Source: an optimization exercise on an open RTL-to-GDS flow (aim: a short achievable clock period and few clock cycles). Production flows keep margins and buffers that such runs may drop.
RTL that was checked went through simulation tests only; none was proved equivalent to the original.
Power and IR drop assume default switching activity.

Setup of cedar:
==> flow/design.v (excerpt) <==
module minicomp_core (
    input  wire       clk,
    input  wire       rst,           
    output wire [7:0] mem_addr,
    input  wire [7:0] mem_rdata,
    output wire       mem_we,
    output wire [7:0] mem_wdata,
    output wire [7:0] io_port,       
    output wire       io_rd,         
    input  wire [7:0] io_rdata,
    input  wire       io_present,    
    output wire       io_wr,         
    output wire [7:0] io_wdata
);
Settings: LEC_CHECK=0, ABC_CLOCK_PERIOD_IN_PS=1000, CAP_MARGIN=20, CORE_MARGIN=2, CORE_UTILIZATION=40, PLACE_DENSITY=0.6, SETUP_SLACK_MARGIN=3.8, SLEW_MARGIN=20; clock period 5.0 ns.
run.sh (not shown) runs the stock make flow with config.mk's settings and CLKGATE_MAP_FILE= SYNTH_SCRIPT=/design/flow/synth_recipe.tcl, a recipe that flattens the netlist after the stock synthesis.
The flow did not stop early for cedar: all stages ran, and the layout cleared the timing, design-rule and antenna checks.
Testbench counts of cedar, summed over its fixed seeds: cycles 81,712.
Inputs modified between cedar and garnet:
- CORE_UTILIZATION changed from 40 to 32
- PLACE_DENSITY changed from 0.6 to 0.55
- SETUP_SLACK_MARGIN changed from 3.8 to 3.5
==> notes.md <==
Having completed the whole flow, garnet delivered a layout that passed the timing, design-rule and antenna checks. In the flow results for garnet and cedar, the fraction of the cycle the final worst path needs is smaller on cedar. Compared to cedar, garnet has combinational logic power about 12% higher. Of the two values seen for cell with the largest stage delay on the worst path, a22oi_2 was produced by garnet and and2b_2 by cedar. garnet against cedar: y dimension of the die higher; mean number of vias per cell decreased by 5.4% relative to the old numbers. Clock power was higher in the run labelled cedar. Comparing garnet and cedar, pre-CTS worst setup slack is lower on cedar. Minimum period implied by the final worst setup slack on garnet is up relative to cedar. The combinational share of power in garnet was higher than what cedar gave. Cmp garnet and cedar / utilization / higher: cedar.
#### Input delta (yarrow over garnet)
- CORE_UTILIZATION now 40, was 32
- PLACE_DENSITY now 0.6, was 0.55
The final layout from yarrow, which completed every stage, passed the timing, design-rule and antenna checks at the end of the flow. The starting utilization of the core area of yarrow exceeds that of garnet by 8.0 points. [yarrow vs garnet] ratio of cells with drive above 1 in the final layout: lower in yarrow. Compared to garnet, the router laid down less metal wire for yarrow. From garnet to yarrow the numbers moved as follows: overall fraction of global-route tracks in use rose by 5.8 points, switching part of the total power fell by 0.72 points, slew at the pin closest to its max-slew limit rose by 0.016 ns. Going from garnet to yarrow, final area shrank slightly. yarrow against garnet: register fraction of the total cell area climbed 0.44 points, final worst hold slack barely changed, fraction of power consumed by combinational cells dropped 2.2 points. yarrow vs garnet: via count down slightly.
For willow, these inputs were changed with respect to yarrow:
- CORE_UTILIZATION changed from 40 to 50
- PLACE_DENSITY changed from 0.6 to 0.65
## What came out
Of yarrow and willow, willow shows the higher non-clock buffer count, with yarrow below it. Diff yarrow -> willow: portion of the clock cycle consumed by the worst path in the final layout increased 4.2 points, aggregate routed wire length increased 11%, area of the core region decreased 20%. From yarrow to willow the numbers moved as follows: met1 wire length dropped about 2.3%; starting density of the core went up by 10 points.


Setup of alpha:
Another version of the RTL of minicomp_core (not shown whole).
Size: ~140 flip-flops, roughly 54 I/O pins, roughly 8300 um2 of cells after synthesis.
Settings: LEC_CHECK=0, ABC_CLOCK_PERIOD_IN_PS=1000, CAP_MARGIN=20, CORE_MARGIN=2, CORE_UTILIZATION=40, PLACE_DENSITY=0.6, SETUP_SLACK_MARGIN=3.0, SLEW_MARGIN=20; clock period 5.0 ns.
alpha: full flow OK, the timing, design-rule and antenna checks passed
Testbench counts of alpha, summed over its fixed seeds: cycles 99,460.
## Diff of input files: beta against alpha
Settings: changing SETUP_SLACK_MARGIN from 3.0 to 3.5.
[summary]
- In the tables for beta and alpha, signal arrival time at the worst endpoint reads higher with alpha.
- Count of port buffers added during placement: alpha vs beta identical
- beta vs. alpha: number of placed cells counting well taps about even; cell area went up by 4.7%; worst setup slack before clock tree synthesis lost 0.090 ns.
- | combinational cell fraction of total power | beta vs alpha | 0.6 points higher |
- Between alpha and beta, the flow reports wire length of the first global-routing pass increasing by a few percent.
- Wire length on met2 ends up higher on beta.
- Comparing beta and alpha, the higher global routing met2 resource utilization is on beta.
Here is what was changed in the inputs of gamma compared with beta.
Settings: CORE_UTILIZATION now 55, was 40; PLACE_DENSITY now 0.75, was 0.6.
Compare beta and gamma | fraction of power consumed by the clock network higher: beta
gamma vs beta on design area: gamma is the higher one.
For share of cell area taken by multi-input logic gates, gamma and beta come out practically identical.


P:
Another version of the RTL of minicomp_core (not shown whole).
For scale: roughly 1100 cells after synthesis, roughly 140 flip-flops, about 9000 um2 of cells after synthesis.
export LEC_CHECK = 0
export ABC_CLOCK_PERIOD_IN_PS = 1000
export CAP_MARGIN = 20
export CORE_MARGIN = 2
export CORE_UTILIZATION = 40
export PLACE_DENSITY = 0.6
export SETUP_SLACK_MARGIN = 3.3
export SLEW_MARGIN = 20
create_clock -name core_clock -period 5.0 [get_ports {clk}]
No stage failed in P, and the final checks on the layout all came back clean.
Modified inputs, Q compared to P
# P
export LEC_CHECK = 0
export ABC_CLOCK_PERIOD_IN_PS = 1000
export CAP_MARGIN = 20
export CORE_MARGIN = 2
export CORE_UTILIZATION = 40
export PLACE_DENSITY = 0.6
export SETUP_SLACK_MARGIN = 3.3
export SLEW_MARGIN = 20
create_clock -name core_clock -period 5.0 [get_ports {clk}]
# Q
export LEC_CHECK = 0
export ABC_CLOCK_PERIOD_IN_PS = 1000
export CAP_MARGIN = 20
export CORE_MARGIN = 2
export CORE_UTILIZATION = 40
export PLACE_DENSITY = 0.6
export SETUP_SLACK_MARGIN = 5.0
export SLEW_MARGIN = 20
create_clock -name core_clock -period 5.0 [get_ports {clk}]
Results
- Final area (lower): P
- Changes observed in Q relative to P: count of cells along the worst register-to-register path shrank by 2; cell-internal power shrank by 0.92%; end-of-flow core utilization grew by 2.5 points.
- Comparing P and Q, the lower final worst slack is on Q.
- Vias: Q above P
- In the reports for P and Q, the smaller signed area change from the synthesized netlist to the final layout belongs to P.
- Compared with P, in Q met2 track demand over resource in global routing +0.19 points, total track usage +0.90 points, time the worst path needs with I/O delays and setup +0.047 ns.
What R does differently from Q at the input level:
# Q
export LEC_CHECK = 0
export ABC_CLOCK_PERIOD_IN_PS = 1000
export CAP_MARGIN = 20
export CORE_MARGIN = 2
export CORE_UTILIZATION = 40
export PLACE_DENSITY = 0.6
export SETUP_SLACK_MARGIN = 5.0
export SLEW_MARGIN = 20
create_clock -name core_clock -period 5.0 [get_ports {clk}]
# R
export LEC_CHECK = 0
export ABC_CLOCK_PERIOD_IN_PS = 1000
export CAP_MARGIN = 20
export CORE_MARGIN = 2
export CORE_UTILIZATION = 40
export PLACE_DENSITY = 0.6
export SETUP_SLACK_MARGIN = 3.5
export SLEW_MARGIN = 20
create_clock -name core_clock -period 5.0 [get_ports {clk}]
Notes after the runs:
- Comparing Q and R, the higher number of buffers and inverters on the critical path is on R.
- From Q to R the numbers moved as follows: fraction of area in multi-input gates rose by 2.5 points, peak supply drop fell by 10%.
- The sequential share of layout area in R was higher than what Q gave.
- Final standard cell count with taps included and fillers excluded ended up about 3% lower on R than on Q.
- R vs. Q: first-pass GRT wire length went down by 3.1%.
Input-level comparison between S and R:
# R
export LEC_CHECK = 0
export ABC_CLOCK_PERIOD_IN_PS = 1000
export CAP_MARGIN = 20
export CORE_MARGIN = 2
export CORE_UTILIZATION = 40
export PLACE_DENSITY = 0.6
export SETUP_SLACK_MARGIN = 3.5
export SLEW_MARGIN = 20
create_clock -name core_clock -period 5.0 [get_ports {clk}]
# S
export LEC_CHECK = 0
export ABC_CLOCK_PERIOD_IN_PS = 1000
export CAP_MARGIN = 20
export CORE_MARGIN = 2
export CORE_UTILIZATION = 40
export PLACE_DENSITY = 0.6
export SETUP_SLACK_MARGIN = 3.7
export SLEW_MARGIN = 20
create_clock -name core_clock -period 5.0 [get_ports {clk}]
Findings:
- Compared with R, S shows via count that has gone up slightly.
- The more densely filled core belongs to S, not R.
- Going from R to S, number of non-clock buffers grows by 23.
- Comparing R and S, worst setup slack is lower on R.
- On wire length, the higher figure sits with S, not R.
- Sequential cell area, R and S: lower on R
- Diff R..S | multi-input logic area | negligible
- Re critical path data arrival time: R and S aren't equal, and the higher value belongs to R.
The inputs of T differ from those of S as listed below.
# S
export LEC_CHECK = 0
export ABC_CLOCK_PERIOD_IN_PS = 1000
export CAP_MARGIN = 20
export CORE_MARGIN = 2
export CORE_UTILIZATION = 40
export PLACE_DENSITY = 0.6
export SETUP_SLACK_MARGIN = 3.7
export SLEW_MARGIN = 20
create_clock -name core_clock -period 5.0 [get_ports {clk}]
# T
export LEC_CHECK = 0
export ABC_CLOCK_PERIOD_IN_PS = 1000
export CAP_MARGIN = 20
export CORE_MARGIN = 2
export CORE_UTILIZATION = 40
export PLACE_DENSITY = 0.6
export SETUP_SLACK_MARGIN = 3.5
export SLEW_MARGIN = 20
export TNS_END_PERCENT = 10
create_clock -name core_clock -period 5.0 [get_ports {clk}]
==> comparison <==
S → T: aggregate negative setup slack was more or less identical, switching power went down by 10%, signed area change from the synthesized netlist to the final layout went down by 20 points, internal power component went down by about 11%. T: maximum clock frequency is 2.6% lower than what S reported. T vs. S: number of global-route vias before repair shows a reduction of 4.2%, count of vias placed by the detailed router fell by 385, count of antenna-violating nets left after detailed routing was more or less identical, clock network power share has increased. Critical path capture point = mem_we: T; critical path capture point = xb[4]: S. Of the two values seen for origin of the worst setup path, io_present was produced by S and we_q by T.
Function was not checked in any run of this note: the RTL went through the layout flow alone.

## static timing again, ports no longer ideal
In the flow no input, the clock included, has a driving cell. The finished layouts below were timed again as built, in two steps.
Step 1, drivers: a clkbuf_16 drives clk and a buf_2 each remaining input, both assumed.
Step 2, shift: input delay + t, output delay - t, t = (earliest + latest rising clock arrival at the registers) / 2. This alone moves slack from input paths to output paths.
Slacks: ideal ports / drivers / drivers and shift; pairs: ideal ports / drivers.
run	shift t [ns]	setup slack, ns	worst hold slack (ns)	latest minus earliest clock arrival (ns)	worst register clock-pin slew, ns
cedar	0.712	2.512 / 2.504 / 2.118	0.470 / 0.470 / 0.470	0.062 / 0.062	0.07 / 0.07
garnet	0.714	2.379 / 2.379 / 2.126	0.467 / 0.467 / 0.467	0.046 / 0.047	0.07 / 0.07
yarrow	0.701	2.545 / 2.534 / 2.190	0.469 / 0.469 / 0.469	0.068 / 0.069	0.07 / 0.07
willow	0.705	2.336 / 2.336 / 2.224	0.459 / 0.459 / 0.459	0.041 / 0.041	0.07 / 0.07
alpha	0.465	2.708 / 2.708 / 2.367	0.475 / 0.475 / 0.475	0.013 / 0.013	0.07 / 0.07
beta	0.470	2.836 / 2.826 / 2.429	0.494 / 0.494 / 0.494	0.015 / 0.015	0.07 / 0.07
gamma	0.478	2.481 / 2.481 / 2.297	0.529 / 0.529 / 0.529	0.016 / 0.015	0.07 / 0.07
P	0.475	2.723 / 2.740 / 2.265	0.459 / 0.459 / 0.459	0.012 / 0.013	0.07 / 0.07
Q	0.476	2.676 / 2.684 / 2.208	0.453 / 0.453 / 0.453	0.019 / 0.019	0.07 / 0.07
R	0.484	2.802 / 2.806 / 2.322	0.462 / 0.462 / 0.462	0.018 / 0.017	0.08 / 0.08
S	0.486	2.806 / 2.827 / 2.341	0.456 / 0.456 / 0.456	0.017 / 0.016	0.07 / 0.07
T	0.477	2.748 / 2.701 / 2.305	0.461 / 0.461 / 0.461	0.017 / 0.017	0.07 / 0.07
After both steps every run listed still meets setup and hold. The setup slack of R, which loses most, moves by +0.004 ns with the drivers and by -0.480 ns with both steps.
